This design comes from an exercise in tuning for small area, a short achievable clock period and few clock cycles on the open sky130 flow, not from production work.
Function was checked by simulation only, so behaviour that the tests miss may differ from the original.
The clock input has no modelled driver; a real chip could not lean on it and would need a root buffer or a full tree.
Power figures rest on the tool's default switching activity, not on a simulated workload.

Setup of build 30:
Design pyfpga_codec, start of the top module:
module pyfpga_codec (
    input  wire        clk,
    input  wire        rst,           
    input  wire        cmd_valid,
    input  wire [49:0] cmd_word,      
    output wire        cmd_ready,
    output wire        rsp_valid,
    output wire [2:0]  rsp_status,
    output wire [31:0] rsp_data,
    output wire        tx_valid,
    output wire [7:0]  tx_data,
    output wire        link_poll,
    input  wire [7:0]  link_avail,
    output wire        rx_pop,
    input  wire [7:0]  rx_byte
);
Size: about 270 cells after synthesis, about 120 I/O pins, roughly 0.0029 mm² of cells after synthesis.
clock: 4.5 ns
lec_check: 0
cap_margin: 20
core_margin: 2
core_utilization: 65
place_density: 0.65
setup_slack_margin: 2.88
slew_margin: 20
synth_hierarchical: 1
synth_minimum_keep_size: 0
standard.sh (not shown) runs the stock make flow with config.mk's settings and CLKGATE_MAP_FILE= SYNTH_SCRIPT=/design/flow/synth_recipe.tcl, a recipe that flattens the netlist after the stock synthesis.
==> flow/flow/run.sh <==
#!/bin/bash
set -euo pipefail
here=$(pwd)
bash standard.sh "BUFFER_PORTS_ARGS=-buffer_cell sky130_fd_sc_hd__buf_1" \
  "PRE_CTS_TCL=$here/flow/flat_cts.tcl" finish > standard_flow.log 2>&1
==> flow/flow/flat_cts.tcl <==
set nbuf 3
if {[info exists ::env(CTS_FLAT_BUFS)]} { set nbuf $::env(CTS_FLAT_BUFS) }
set block [ord::get_db_block]
set db [ord::get_db]
set clk_port [lindex [all_clocks] 0]
set clk_name [get_property [lindex [get_property $clk_port sources] 0] name]
set clk_net [$block findNet $clk_name]
set master [$db findMaster sky130_fd_sc_hd__clkbuf_16]

# the clock pins the port drives, sorted by x
set sinks {}
foreach it [$clk_net getITerms] {
  set inst [$it getInst]
  set loc [$inst getLocation]
  lappend sinks [list [lindex $loc 0] [lindex $loc 1] $it]
}
set sinks [lsort -integer -index 0 $sinks]
set n [llength $sinks]
puts "flat_cts: $n clock pins, $nbuf buffers"

for {set k 0} {$k < $nbuf} {incr k} {
  set lo [expr {$k * $n / $nbuf}]
  set hi [expr {($k + 1) * $n / $nbuf - 1}]
  set grp [lrange $sinks $lo $hi]
  set sx 0; set sy 0
  foreach s $grp { incr sx [lindex $s 0]; incr sy [lindex $s 1] }
  set cx [expr {$sx / [llength $grp]}]
  set cy [expr {$sy / [llength $grp]}]
  set buf [odb::dbInst_create $block $master "clkbuf_flat_$k"]
  set net [odb::dbNet_create $block "clknet_flat_$k"]
  $net setSigType CLOCK
  [$buf findITerm A] connect $clk_net
  [$buf findITerm X] connect $net
  foreach s $grp {
    set it [lindex $s 2]
    $it disconnect
    $it connect $net
  }
  $buf setLocation $cx $cy
  $buf setPlacementStatus PLACED
  puts "flat_cts: clkbuf_flat_$k drives [llength $grp] pins from ($cx, $cy)"
}
$clk_net setSigType CLOCK

# TritonCTS is not run: the tree above is the clock tree
proc clock_tree_synthesis {args} { puts "flat_cts: clock_tree_synthesis skipped" }
set_propagated_clock [all_clocks]
Build 30 ran to completion and came out clean on the timing, DRC and antenna checks.
Testbench counts of build 30, summed over its fixed seeds: cycles 68,159.
For build 32, these inputs were changed with respect to build 30:
Settings: changing PLACE_DENSITY from 0.65 to 0.8; changing CORE_UTILIZATION from 65 to 72.
==> run summary <==
- Compared build 32 vs build 30, and number of instances resized during post-cts repair is up in build 32.
- Build 32: it failed with a tool error in global routing (5_1_grt), so there are no final results.
- From build 30 to build 32 the numbers moved as follows: total placed instance area was more or less identical, number of distinct library cell variants in the gate-level netlist after synthesis was more or less identical.
diff inputs: build 32 => build 69
Settings: PLACE_DENSITY now 0.75, was 0.8; CORE_UTILIZATION now 65, was 72; TNS_END_PERCENT now 30, previously not set.
[summary]
- Build 69 completed; timing, DRC and antenna clean
- Relative to build 32, die outline height has increased by about 5% in build 69.
- [compare] base=build 32 new=build 69: number of placed cells counting well taps picked up an extra 4, final weighted congestion in routability-driven placement lost 7.1%, standard cell area after detailed placement neither gained nor lost much, post-synthesis instance total neither gained nor lost much.
diff inputs: build 69 => build 65
Settings: TNS_END_PERCENT removed (was 30).
[summary]
- Having completed the whole flow, build 65 delivered a layout that passed the timing, DRC and antenna checks.
- Summary of build 65 over build 69: global-route wire length before repair higher, routed wire length went up by 54 µm.
- Relative to build 69, the setup slack of build 65 is higher by 30 ps.
- Worst stage delay on the critical path, build 65 and build 69: smaller value in build 65
In build 30, build 69 and build 65 the design's own scripts or RTL, not TritonCTS, make the clock network.

========
Another version of the RTL of pyfpga_codec (not shown whole).
For scale: ~340 cells after synthesis, about 76 flip-flops, about 120 I/O pins, about 3500 µm² of cells after synthesis.
Settings: LEC_CHECK=0, CAP_MARGIN=20, CORE_MARGIN=2, CORE_UTILIZATION=40, PLACE_DENSITY=0.6, SETUP_SLACK_MARGIN=2.6, SLEW_MARGIN=20, SYNTH_HIERARCHICAL=1, SYNTH_MINIMUM_KEEP_SIZE=0; clock period 4.5 ns.
==> flow/flow/run.sh <==
#!/bin/bash
set -euo pipefail
bash standard.sh "BUFFER_PORTS_ARGS=-buffer_cell sky130_fd_sc_hd__buf_1" finish > standard_flow.log 2>&1
Testbench counts at the start, summed over its fixed seeds: cycles 68,159.
Change:
--- a/flow/config.mk
+++ b/flow/config.mk
@@ -10,5 +10,5 @@
 export CORE_UTILIZATION = 40
 export PLACE_DENSITY = 0.6
-export SETUP_SLACK_MARGIN = 2.6
+export SETUP_SLACK_MARGIN = 2.72
 export SLEW_MARGIN = 20
 export SYNTH_HIERARCHICAL = 1
Outcome:
- non-clock buffer count came out higher by 13
- sequential share of layout area came out lower by 1.3 points
- global-route usage came out higher by 0.68 points
- worst hold slack is about the same
- setup slack improved by 0.13 ns
- final area came out higher by 6.7%
- total power came out higher by 8.2%
- critical path depth is unchanged
- maximum frequency came out higher by about 7.5%
Change:
--- a/flow/config.mk
+++ b/flow/config.mk
@@ -10,5 +10,5 @@
 export CORE_UTILIZATION = 40
 export PLACE_DENSITY = 0.6
-export SETUP_SLACK_MARGIN = 2.72
+export SETUP_SLACK_MARGIN = 2.9
 export SLEW_MARGIN = 20
 export SYNTH_HIERARCHICAL = 1
Outcome: Utilization goes up by 6.6 points; power goes up by 11%; die area is unchanged; count of clock-buffer cells in the layout is unchanged; sequential power goes up by about 0.7%; via count goes up by 6.3%; sequential share of layout area goes down by 4.6 points.
Change:
==> flow/run.sh (new file) <==
#!/bin/bash
# synth_recipe.tcl (not shown) runs the flow's synth.tcl, then flattens the netlist and writes it again
# the make line also repeats each setting of config.mk as NAME=value (left out here)
make -C /OpenROAD-flow-scripts/flow DESIGN_CONFIG=/design/flow/config.mk WORK_HOME=/design/flow/orfs CLKGATE_MAP_FILE= SYNTH_SCRIPT=/design/flow/synth_recipe.tcl finish
removed: flow/flow/run.sh
removed: flow/standard.sh
The changed run passed the timing, DRC and antenna checks.
Worst setup slack barely changes.
Power is higher by 3.8%.
Non-clock buffer count went up by 4.

========
the previous run:
Another version of the RTL of pyfpga_codec (not shown whole).
Size: about 74 flip-flops, roughly 120 I/O pins.
clock: 4.5 ns
lec_check: 0
cap_margin: 20
core_margin: 2
core_utilization: 65
place_density: 0.75
setup_slack_margin: 2.84
slew_margin: 20
synth_hierarchical: 1
synth_minimum_keep_size: 0
==> flow/flow/run.sh <==
#!/bin/bash
set -euo pipefail
here=$(pwd)
bash standard.sh "BUFFER_PORTS_ARGS=-buffer_cell sky130_fd_sc_hd__buf_1" \
  "PRE_CTS_TCL=$here/flow/flat_cts.tcl" finish > standard_flow.log 2>&1
Scripts as last shown in full above: flow/flow/flat_cts.tcl
The previous run reached the final stage; the timing, DRC and antenna checks on its layout passed.
Testbench counts of the previous run, summed over its fixed seeds: cycles 68,159.
Modified inputs, the current run compared to the previous run
Settings: SETUP_SLACK_MARGIN changed from 2.84 to 2.88.
## What came out
- Cmp the previous run and the current run / minimum clock period after layout / lower: the previous run
- Share of post-route cells with drive strength above 1: the previous run and the current run compared, lower one is the previous run
- Between the previous run and the current run, area added between synthesis and finish is lower for the previous run, the current run comes in above that.
- Looking at termination of the worst setup path, the ready result is from the current run; the poll one comes from the previous run.
- The current run went all the way through synthesis, placement and routing and the layout is clean on timing, DRC and antenna.
- Delta (the current run minus the previous run): met2 usage increased 0.21 points; power drawn by the sequential cells essentially unchanged.
- The current run has total global-route track usage above what the previous run had.
- The power of the current run is higher than that of the previous run.
- The current run: worst hold slack 0.0074 ns below the previous run
No run of this note takes its clock network from TritonCTS; it comes from the design's own scripts or RTL.

========
== lane 3 ==
The RTL this note starts from:
==> flow/design.v <==
module pyfpga_codec (
    input  wire        clk,
    input  wire        rst,           
    input  wire        cmd_valid,
    input  wire [49:0] cmd_word,      
    output wire        cmd_ready,
    output wire        rsp_valid,
    output wire [2:0]  rsp_status,
    output wire [31:0] rsp_data,
    output wire        tx_valid,
    output wire [7:0]  tx_data,
    output wire        link_poll,
    input  wire [7:0]  link_avail,
    output wire        rx_pop,
    input  wire [7:0]  rx_byte
);
    reg         ready;        
    reg         txv;          
    reg         poll;         
    reg         pop;          
    reg         rspv;         
    reg  [3:0]  cnt;          
    reg         vphase;       
    reg         plst;         
    reg         rxl;          
    reg         cml, cmh;     
    reg         mv;           
    reg  [1:0]  op;
    reg  [12:0] ahi;          
    reg  [34:0] pl;           
    reg  [7:0]  txq;
    reg  [2:0]  st;
    wire        op_ok    = cmd_word[49] | cmd_word[48];
    wire        accept   = cmd_valid & ready & op_ok;
    wire        wvw      = op[1] & op[0] & ~vphase;   
    wire        zd       = ~op[1] | vphase;           
    wire        av_hi0, av_mid0, av_lo0, avail_ok;
    pyfpga_codec_nor3  u_av_hi  (.a(link_avail[7]), .b(link_avail[6]), .c(link_avail[5]), .y(av_hi0));
    pyfpga_codec_nor2  u_av_mid (.a(link_avail[4]), .b(link_avail[3]), .y(av_mid0));
    pyfpga_codec_nand3 u_av_lo  (.a(link_avail[2]), .b(link_avail[1]), .c(link_avail[0]), .y(av_lo0));
    pyfpga_codec_nand3 u_av     (.a(av_hi0), .b(av_mid0), .c(av_lo0), .y(avail_ok));
    wire        last     = (cnt[2:0] == 3'd6);
    wire [2:0]  nidx = txv ? (cnt[2:0] + 3'd1) : 3'd0;
    reg  [6:0]  nbyte;
    always @(*) begin
        case (nidx)
            3'd0:    nbyte = {1'b0, ahi[12:7]};
            3'd1:    nbyte = ahi[6:0];
            3'd2:    nbyte = zd ? {pl[34:32], 4'b0000} : pl[34:28];
            default: nbyte = zd ? 7'd0 : pl[34:28];
        endcase
    end
    wire        pl_in  = pop & zd;
    wire [6:0]  pl_low = pl_in ? rx_byte[6:0] : pl[34:28];
    wire [34:0] pl_nx  = ready ? cmd_word[34:0] : {pl[27:0], pl_low};
    wire [34:0] pl_d;
    wire        pl_ld  = ready | mv;
    assign pl_d = (pl & {35{~pl_ld}}) | (pl_nx & {35{pl_ld}});
    wire        bad    = rx_byte[7] ^ cnt[0];      
    wire        err_n  = st[1] | bad;
    wire [6:0]  dx     = rx_byte[6:0] ^ pl[34:28];
    wire        diff   = (cmh & (|dx[6:4])) | (cml & (|dx[3:0]));
    wire [2:0]  st_nx = poll ? {1'b0, ~avail_ok, ~avail_ok} : {(st[2] | diff) & ~err_n, err_n, 1'b0};
    wire [2:0]  st_d;
    wire        st_ld  = poll | pop;
    assign st_d = (st & {3{~st_ld}}) | (st_nx & {3{st_ld}});
    wire        rb_ok    = rxl & wvw & ~st[1] & ~rx_byte[7];    
    wire        finish   = (plst & ~avail_ok) | (rxl & ~rb_ok);
    always @(posedge clk) begin
        if (rst) begin
            ready <= 1'b1;
            txv   <= 1'b0;
            poll  <= 1'b0;
            pop   <= 1'b0;
            rspv  <= 1'b0;
            plst  <= 1'b0;
            rxl   <= 1'b0;
        end else begin
            ready <= ready ? ~accept : finish;
            txv   <= accept | (txv & ~last) | rb_ok;
            poll  <= (txv & last) | (poll & ~plst & ~avail_ok);
            pop   <= (poll & avail_ok) | (pop & ~last);
            rspv  <= finish;
            plst  <= poll & (cnt == 4'd8);
            rxl   <= pop & (cnt[2:0] == 3'd5);
        end
    end
    always @(posedge clk) begin
        if (ready | ((txv | pop) & last) | (poll & avail_ok))
            cnt <= 4'd0;
        else
            cnt <= cnt + 4'd1;
        mv   <= (txv & (cnt[2:0] <= 3'd4)) | (pop & (cnt[2:0] >= 3'd1) & (cnt[2:0] <= 3'd5));
        cml  <= vphase & pop & (cnt[2:0] >= 3'd1) & (cnt[2:0] <= 3'd5);
        cmh  <= vphase & pop & (cnt[2:0] >= 3'd2) & (cnt[2:0] <= 3'd5);
        if (ready)
            vphase <= 1'b0;
        else if (rb_ok)
            vphase <= 1'b1;
        pl <= pl_d;
        if (ready) begin
            op  <= cmd_word[49:48];
            ahi <= cmd_word[47:35];
            txq <= {1'b0, cmd_word[49], cmd_word[47:42]};
        end else begin
            txq <= {nidx[0], nbyte};
        end
        st <= st_d;
    end
    assign cmd_ready  = ready;
    assign rsp_valid  = rspv;
    assign rsp_status = st;
    assign rsp_data   = pl[31:0];
    assign tx_valid   = txv;
    assign tx_data    = txq;
    assign link_poll  = poll;
    assign rx_pop     = pop;
endmodule
module pyfpga_codec_nor2 (input wire a, input wire b, output wire y);
    assign y = ~(a | b);
endmodule
module pyfpga_codec_nor3 (input wire a, input wire b, input wire c, output wire y);
    assign y = ~(a | b | c);
endmodule
module pyfpga_codec_nand3 (input wire a, input wire b, input wire c, output wire y);
    assign y = ~(a & b & c);
endmodule
Settings: LEC_CHECK=0, CAP_MARGIN=20, CORE_MARGIN=2, CORE_UTILIZATION=40, PLACE_DENSITY=0.6, SETUP_SLACK_MARGIN=2.9, SLEW_MARGIN=20, SYNTH_HIERARCHICAL=1, SYNTH_MINIMUM_KEEP_SIZE=0; clock period 4.5 ns.
run.sh (not shown) runs the stock make flow with config.mk's settings and CLKGATE_MAP_FILE= SYNTH_SCRIPT=/design/flow/synth_recipe.tcl, a recipe that flattens the netlist after the stock synthesis.
Stock flow here: none of the scripts above is used.
Testbench counts of lane 3, summed over its fixed seeds: cycles 68,159.
Setup changes, lane 3 to lane 5
# lane 3
export LEC_CHECK = 0
export CAP_MARGIN = 20
export CORE_MARGIN = 2
export CORE_UTILIZATION = 40
export PLACE_DENSITY = 0.6
export SETUP_SLACK_MARGIN = 2.9
export SLEW_MARGIN = 20
export SYNTH_HIERARCHICAL = 1
export SYNTH_MINIMUM_KEEP_SIZE = 0
create_clock -name core_clock -period 4.5 [get_ports {clk}]
# lane 5
export LEC_CHECK = 0
export CAP_MARGIN = 20
export CORE_MARGIN = 2
export CORE_UTILIZATION = 40
export CTS_BUF_LIST = sky130_fd_sc_hd__clkbuf_16
export CTS_CLUSTER_DIAMETER = 100
export CTS_CLUSTER_SIZE = 40
export PLACE_DENSITY = 0.6
export SETUP_SLACK_MARGIN = 2.9
export SLEW_MARGIN = 20
export SYNTH_HIERARCHICAL = 1
export SYNTH_MINIMUM_KEEP_SIZE = 0
create_clock -name core_clock -period 4.5 [get_ports {clk}]
--- outcome ---
From lane 3 to lane 5 the numbers moved as follows: number of max-cap violations flat, headroom to the max-slew limit barely changed, total number of nets in the final design held steady, fmax rose 5.9 MHz. Changes observed in lane 5 relative to lane 3: count of buffers not belonging to the clock network in the layout shows a reduction of 0.68%, part of the total power dissipated in the clock network shows an increase of 6.8 points, filler-free cell count of the finished design shows no meaningful change. Lane 5 ends up with a aggregate routed wire length that is 190 µm higher than in lane 3. Of lane 5 and lane 3, the run reporting the lower fraction of layout instances using a drive strength above 1 was lane 3.

========
build 46:
Another version of the RTL of pyfpga_codec (not shown whole).
For scale: about 290 cells after synthesis, roughly 74 flip-flops, ~3100 sq um of cells after synthesis.
clock: 4.5 ns
lec_check: 0
cap_margin: 20
core_margin: 2
core_utilization: 65
place_density: 0.75
setup_slack_margin: 2.95
slew_margin: 20
synth_hierarchical: 1
synth_minimum_keep_size: 0
standard.sh (not shown) runs the stock make flow with config.mk's settings and CLKGATE_MAP_FILE= SYNTH_SCRIPT=/design/flow/synth_recipe.tcl, a recipe that flattens the netlist after the stock synthesis.
Scripts as last shown in full above: flow/flow/run.sh, flow/flow/flat_cts.tcl
Looking at the reports, build 46 completed the entire flow and the layout it produced met the timing, DRC and antenna checks.
Testbench counts of build 46, summed over its fixed seeds: cycles 68,159.
Here is what was changed in the inputs of build 97 compared with build 46.
Settings: SETUP_SLACK_MARGIN: 2.95 -> 3.05.
[summary]
- Build 97 failed in global routing (5_1_grt) with DPL-0038.
- Compared with build 46, post-detailed-placement cell area in build 97 increased slightly.
- Looking at number of buffers inserted by post-CTS setup repair, build 97 sits 25 higher than build 46 does.
- Diff build 46 -> build 97: net count after synthesis level; number of hold-repair buffers added at the cts stage level; synthesized area level.
- Taking build 46 as the reference, in build 97 HPWL after detailed placement now sits lower, worst setup timing slack at the placement stage now sits lower, post-cts resize count now sits higher, final weighted congestion in routability-driven placement now sits higher.
Edits applied to the flow inputs when going from build 97 to build 79:
Settings: putting CTS_CLUSTER_SIZE at 100 where nothing was set; swapping 3.05 for 2.72 in SETUP_SLACK_MARGIN; putting CTS_CLUSTER_DIAMETER at 500 where nothing was set; putting CTS_BUF_LIST at sky130_fd_sc_hd__clkbuf_16 where nothing was set.
==> flow/flow/run.sh <==
#!/bin/bash
set -euo pipefail
bash standard.sh "BUFFER_PORTS_ARGS=-buffer_cell sky130_fd_sc_hd__buf_1" finish > standard_flow.log 2>&1
removed: flow/flow/flat_cts.tcl
==> comparison <==
- The final layout from build 79, which completed every stage, passed the timing, DRC and antenna checks at the end of the flow.
- Build 97 -> build 79: distinct cell type count after synthesis delta 0, exact match
- From build 97 to build 79 the numbers moved as follows: setup slack at placement decreased 0.0043 ns; global placement routability congestion decreased 0.028; number of buffers added to fix hold violations after cts essentially unchanged; number of buffers added for setup after CTS decreased 34; die width essentially unchanged.
- NOTE placed cell area build 97->build 79 decreased slightly
Input-level comparison between build 24 and build 79:
Settings: CTS_CLUSTER_SIZE: 100 -> unset; CTS_CLUSTER_DIAMETER: 500 -> unset; SETUP_SLACK_MARGIN: 2.72 -> 2.8; CTS_BUF_LIST: sky130_fd_sc_hd__clkbuf_16 -> unset.
==> flow/flow/run.sh <==
#!/bin/bash
set -euo pipefail
here=$(pwd)
bash standard.sh "BUFFER_PORTS_ARGS=-buffer_cell sky130_fd_sc_hd__buf_1" \
  "PRE_CTS_TCL=$here/flow/flat_cts.tcl" finish > standard_flow.log 2>&1
==> flow/flow/flat_cts.tcl (new file) <==
set nbuf 3
if {[info exists ::env(CTS_FLAT_BUFS)]} { set nbuf $::env(CTS_FLAT_BUFS) }
set block [ord::get_db_block]
set db [ord::get_db]
set clk_port [lindex [all_clocks] 0]
set clk_name [get_property [lindex [get_property $clk_port sources] 0] name]
set clk_net [$block findNet $clk_name]
set master [$db findMaster sky130_fd_sc_hd__clkbuf_16]

# the clock pins the port drives, sorted by x
set sinks {}
foreach it [$clk_net getITerms] {
  set inst [$it getInst]
  set loc [$inst getLocation]
  lappend sinks [list [lindex $loc 0] [lindex $loc 1] $it]
}
set sinks [lsort -integer -index 0 $sinks]
set n [llength $sinks]
puts "flat_cts: $n clock pins, $nbuf buffers"

for {set k 0} {$k < $nbuf} {incr k} {
  set lo [expr {$k * $n / $nbuf}]
  set hi [expr {($k + 1) * $n / $nbuf - 1}]
  set grp [lrange $sinks $lo $hi]
  set sx 0; set sy 0
  foreach s $grp { incr sx [lindex $s 0]; incr sy [lindex $s 1] }
  set cx [expr {$sx / [llength $grp]}]
  set cy [expr {$sy / [llength $grp]}]
  set buf [odb::dbInst_create $block $master "clkbuf_flat_$k"]
  set net [odb::dbNet_create $block "clknet_flat_$k"]
  $net setSigType CLOCK
  [$buf findITerm A] connect $clk_net
  [$buf findITerm X] connect $net
  foreach s $grp {
    set it [lindex $s 2]
    $it disconnect
    $it connect $net
  }
  $buf setLocation $cx $cy
  $buf setPlacementStatus PLACED
  puts "flat_cts: clkbuf_flat_$k drives [llength $grp] pins from ($cx, $cy)"
}
$clk_net setSigType CLOCK

# TritonCTS is not run: the tree above is the clock tree
proc clock_tree_synthesis {args} { puts "flat_cts: clock_tree_synthesis skipped" }
set_propagated_clock [all_clocks]
==> comparison <==
Going from build 79 to build 24, combinational-cell power consumption shrinks by about 2%. Compared with build 79, build 24 instantiates a smaller number of standard cells. Build 79 -> build 24: clock skew flat. Build 24 — power share of the combinational group 3.8 points higher, build 79 as reference. As far as starting density of the core goes, build 79 and build 24 are indistinguishable; the numbers are identical. Relative to build 79, the clock network power share of build 24 is lower by 14 points. Diff build 79..build 24 | synthesized cell count | negligible. On global-route usage: build 24 sits below build 79. As of build 24, fmax had risen by a few percent compared to build 79.
In build 46 and build 24 the design's own scripts or RTL, not TritonCTS, make the clock network.

separate check: timing with driven ports:
Ports are ideal in the flow. The routed layouts listed here were re-timed in OpenROAD.
Step 1 assumes that a clkbuf_16 drives the clock port and a buf_2 every other input.
Step 2 also shifts input and output timing later by t, the mid clock arrival at the registers, as if the neighbouring blocks saw the same clock.
a / b / c = no drivers / after step 1 / after step 2; a / b = the first two.
run	t, ns	setup WS [ns]	worst setup path after step 2	worst register clock-pin slew, ns
build 30	0.211	2.894 / 2.840 / 2.710	input to register	0.09 / 0.09
build 69	0.211	2.859 / 2.802 / 2.691	input to register	0.10 / 0.10
build 65	0.210	2.889 / 2.837 / 2.714	input to register	0.10 / 0.10
the first run of note 2	0.377	2.639 / 2.606 / 2.415	input to register	0.08 / 0.08
the second run of note 2	0.372	2.769 / 2.736 / 2.446	input to register	0.08 / 0.08
the third run of note 2	0.370	2.783 / 2.750 / 2.476	input to register	0.08 / 0.08
the fourth run of note 2	0.374	2.785 / 2.752 / 2.427	input to register	0.08 / 0.08
the previous run	0.212	2.853 / 2.815 / 2.667	input to register	0.10 / 0.10
the current run	0.211	2.812 / 2.827 / 2.636	input to register	0.10 / 0.10
lane 3	0.366	2.673 / 2.643 / 2.570	input to register	0.08 / 0.08
lane 5	0.354	2.692 / 2.659 / 2.595	input to register	0.06 / 0.06
build 46	0.210	2.819 / 2.840 / 2.629	input to register	0.09 / 0.09
build 79	0.348	2.744 / 2.711 / 2.598	input to register	0.06 / 0.06
build 24	0.208	2.798 / 2.779 / 2.620	input to register	0.09 / 0.09
After both steps every run listed still meets setup and hold. For the fourth run of note 2, which loses most, drivers alone change the setup slack by -0.033 ns; drivers and shift together by -0.358 ns.
